What follows belongs to an exercise in optimizing a design on an open flow for small area, a short achievable clock period and few clock cycles per item; a production flow would make more cautious choices.
Only simulation tests tie the RTL to the original design; equivalence was not proved.
No activity file was given, so power comes from the tool's default toggle rates.

// pvga_draw
module pvga_draw (
    input  wire        clk,
    input  wire        rst,           
    input  wire        cmd_we,        
    input  wire [31:0] cmd_a,
    input  wire [31:0] cmd_b,
    input  wire [31:0] fb_base,
    input  wire [2:0]  err_clr,       
    output reg         busy,
    output reg         err_busy,
    output reg         err_op,
    output reg         err_coord,
    output reg         mem_req,
    output reg         mem_we,
    output wire [31:0] mem_addr,
    output wire [31:0] mem_wdata,
    input  wire        mem_gnt,
    input  wire        mem_rvalid,
    input  wire [31:0] mem_rdata
);
For scale: ~1500 cells after synthesis, about 210 I/O pins, about 11000 um^2 of cells after synthesis.
==> flow/config.mk <==
export PLATFORM = sky130hd
export DESIGN_NAME = pvga_draw
export DESIGN_NICKNAME = pvga_draw
export VERILOG_FILES = /design/flow/design.v
export SDC_FILE = /design/flow/constraint.sdc
export NUM_CORES = 4
export LEC_CHECK = 0
export ABC_AREA = 1
export CAP_MARGIN = 20
export CORE_MARGIN = 2
export CORE_UTILIZATION = 40
export SLEW_MARGIN = 20
==> flow/constraint.sdc <==
create_clock -name core_clock -period 12.0 [get_ports {clk}]
set_input_delay 2.4000 -clock core_clock [delete_from_list [all_inputs] [get_ports {clk}]]
set_output_delay 2.4000 -clock core_clock [all_outputs]
set_load 0.01 [all_outputs]
standard.sh (not shown) runs the stock make flow with config.mk's settings and CLKGATE_MAP_FILE= SYNTH_SCRIPT=/design/flow/synth_recipe.tcl, a recipe that flattens the netlist after the stock synthesis.
==> flow/flow/run.sh <==
#!/bin/bash
set -euo pipefail
export SETUP_SLACK_MARGIN=7.5
export TNS_END_PERCENT=100
bash standard.sh > standard_flow.log 2>&1
Testbench counts at the start, summed over its fixed seeds: cycles 62,097, items 2,000.
Next try:
==> flow/run.sh (new file) <==
#!/bin/bash
# synth_recipe.tcl (not shown) runs the flow's synth.tcl, then flattens the netlist and writes it again
# the make line also repeats each setting of config.mk as NAME=value (left out here)
make -C /OpenROAD-flow-scripts/flow DESIGN_CONFIG=/design/flow/config.mk WORK_HOME=/design/flow/orfs CLKGATE_MAP_FILE= SYNTH_SCRIPT=/design/flow/synth_recipe.tcl finish
removed: flow/flow/run.sh
removed: flow/standard.sh
After rerunning: Final area is lower by roughly a tenth. Synthesized area does not change. Routed wire length goes down by a little under a tenth. Final cell count goes down by a few percent. Worst hold slack hardly moves. Worst setup slack loses 1400 ps. Utilization falls by 6.3 points.

---

Another version of the RTL of pvga_draw (not shown whole).
Size in the first run: ~1400 cells after synthesis, roughly 210 I/O pins, ~10000 um2 of cells after synthesis.
Settings: LEC_CHECK=0, ABC_AREA=1, CAP_MARGIN=20, CORE_AREA=2 2 148.42 148.42, CTS_BUF_LIST=sky130_fd_sc_hd__clkbuf_4 sky130_fd_sc_hd__clkbuf_8, DIE_AREA=0 0 150.42 150.42, SLEW_MARGIN=20; clock period 12.0 ns.
==> flow/flow/run.sh <==
#!/bin/bash
set -euo pipefail
export SETUP_SLACK_MARGIN=8.0
export TNS_END_PERCENT=100
export BUFFER_PORTS_ARGS="-buffer_cell sky130_fd_sc_hd__buf_1"
bash standard.sh > standard_flow.log 2>&1
The baseline passed the timing, DRC and antenna checks.
Testbench counts at the start, summed over its fixed seeds: cycles 62,783, items 2,000.
Next try:
--- a/flow/flow/run.sh
+++ b/flow/flow/run.sh
@@ -2,3 +2,3 @@
 set -euo pipefail
-export SETUP_SLACK_MARGIN=8.0
+export SETUP_SLACK_MARGIN=7.8
 export TNS_END_PERCENT=100
- CORE_AREA: 2 2 148.42 148.42 -> 2 2 166.08 166.08
- DIE_AREA: 0 0 150.42 150.42 -> 0 0 168.08 168.08
After rerunning: The changed run passed the timing, DRC and antenna checks; global-route usage is lower by 4.6 points; non-clock buffer count is lower by 8; combinational power is lower by about 2%; synthesized cell count is unchanged; critical path depth is lower by 4; final cell count is higher by 3.2%; worst hold slack hardly moves; wire length is higher by 4.0%; worst setup slack loses 110 ps; clock-buffer cell count is higher by 1.
Next try:
--- a/flow/flow/run.sh
+++ b/flow/flow/run.sh
@@ -2,3 +2,3 @@
 set -euo pipefail
-export SETUP_SLACK_MARGIN=7.8
+export SETUP_SLACK_MARGIN=8.1
 export TNS_END_PERCENT=100
=>
- The new run finished clean
- design area rises by a few percent
- non-clock buffer count grows by 19
- sequential cell count is unchanged
- synthesized area does not change
- global-route usage came out higher by 0.81 points
- power rose by a few percent
- worst hold slack degrades by 5.8 ps
- cell count rises slightly
- sequential power barely changes
- combinational power came out higher by a little under a tenth

## port drivers added, routing unchanged
How much do the figures lean on ideal ports? The routed layouts below were timed once more, with nothing changed but the port constraints. Step 1 assumes that a clkbuf_16 drives the clock port and a buf_2 every other input. Step 2 moves the port delays by t, midway between the first and last clock arrival at a register: inputs arrive t later, outputs are due t later. That takes back most of the time a late clock gives input paths. a / b / c = no drivers / after step 1 / after step 2; a / b = the first two.
run | t, ns | setup slack, ns | hold WS [ns] | worst setup path after step 2 | pins driven straight from the clock port
the first run of note 1 | 0.476 | 6.624 / 6.624 / 6.624 | 0.470 / 0.470 / 0.470 | register to register | 1
the second run of note 1 | 0.481 | 5.255 / 5.255 / 5.255 | 0.472 / 0.472 / 0.472 | register to register | 1
the first run of note 2 | 0.508 | 8.010 / 8.010 / 7.688 | 0.472 / 0.472 / 0.472 | input to register | 1
the second run of note 2 | 0.509 | 7.900 / 7.879 / 7.370 | 0.470 / 0.470 / 0.470 | input to register | 1
the third run of note 2 | 0.499 | 8.186 / 8.139 / 7.782 | 0.465 / 0.465 / 0.465 | input to register | 1
After both steps setup and hold are still met in every run listed. For the second run of note 2, which loses most, drivers alone change the setup slack by -0.021 ns; drivers and shift together by -0.530 ns.
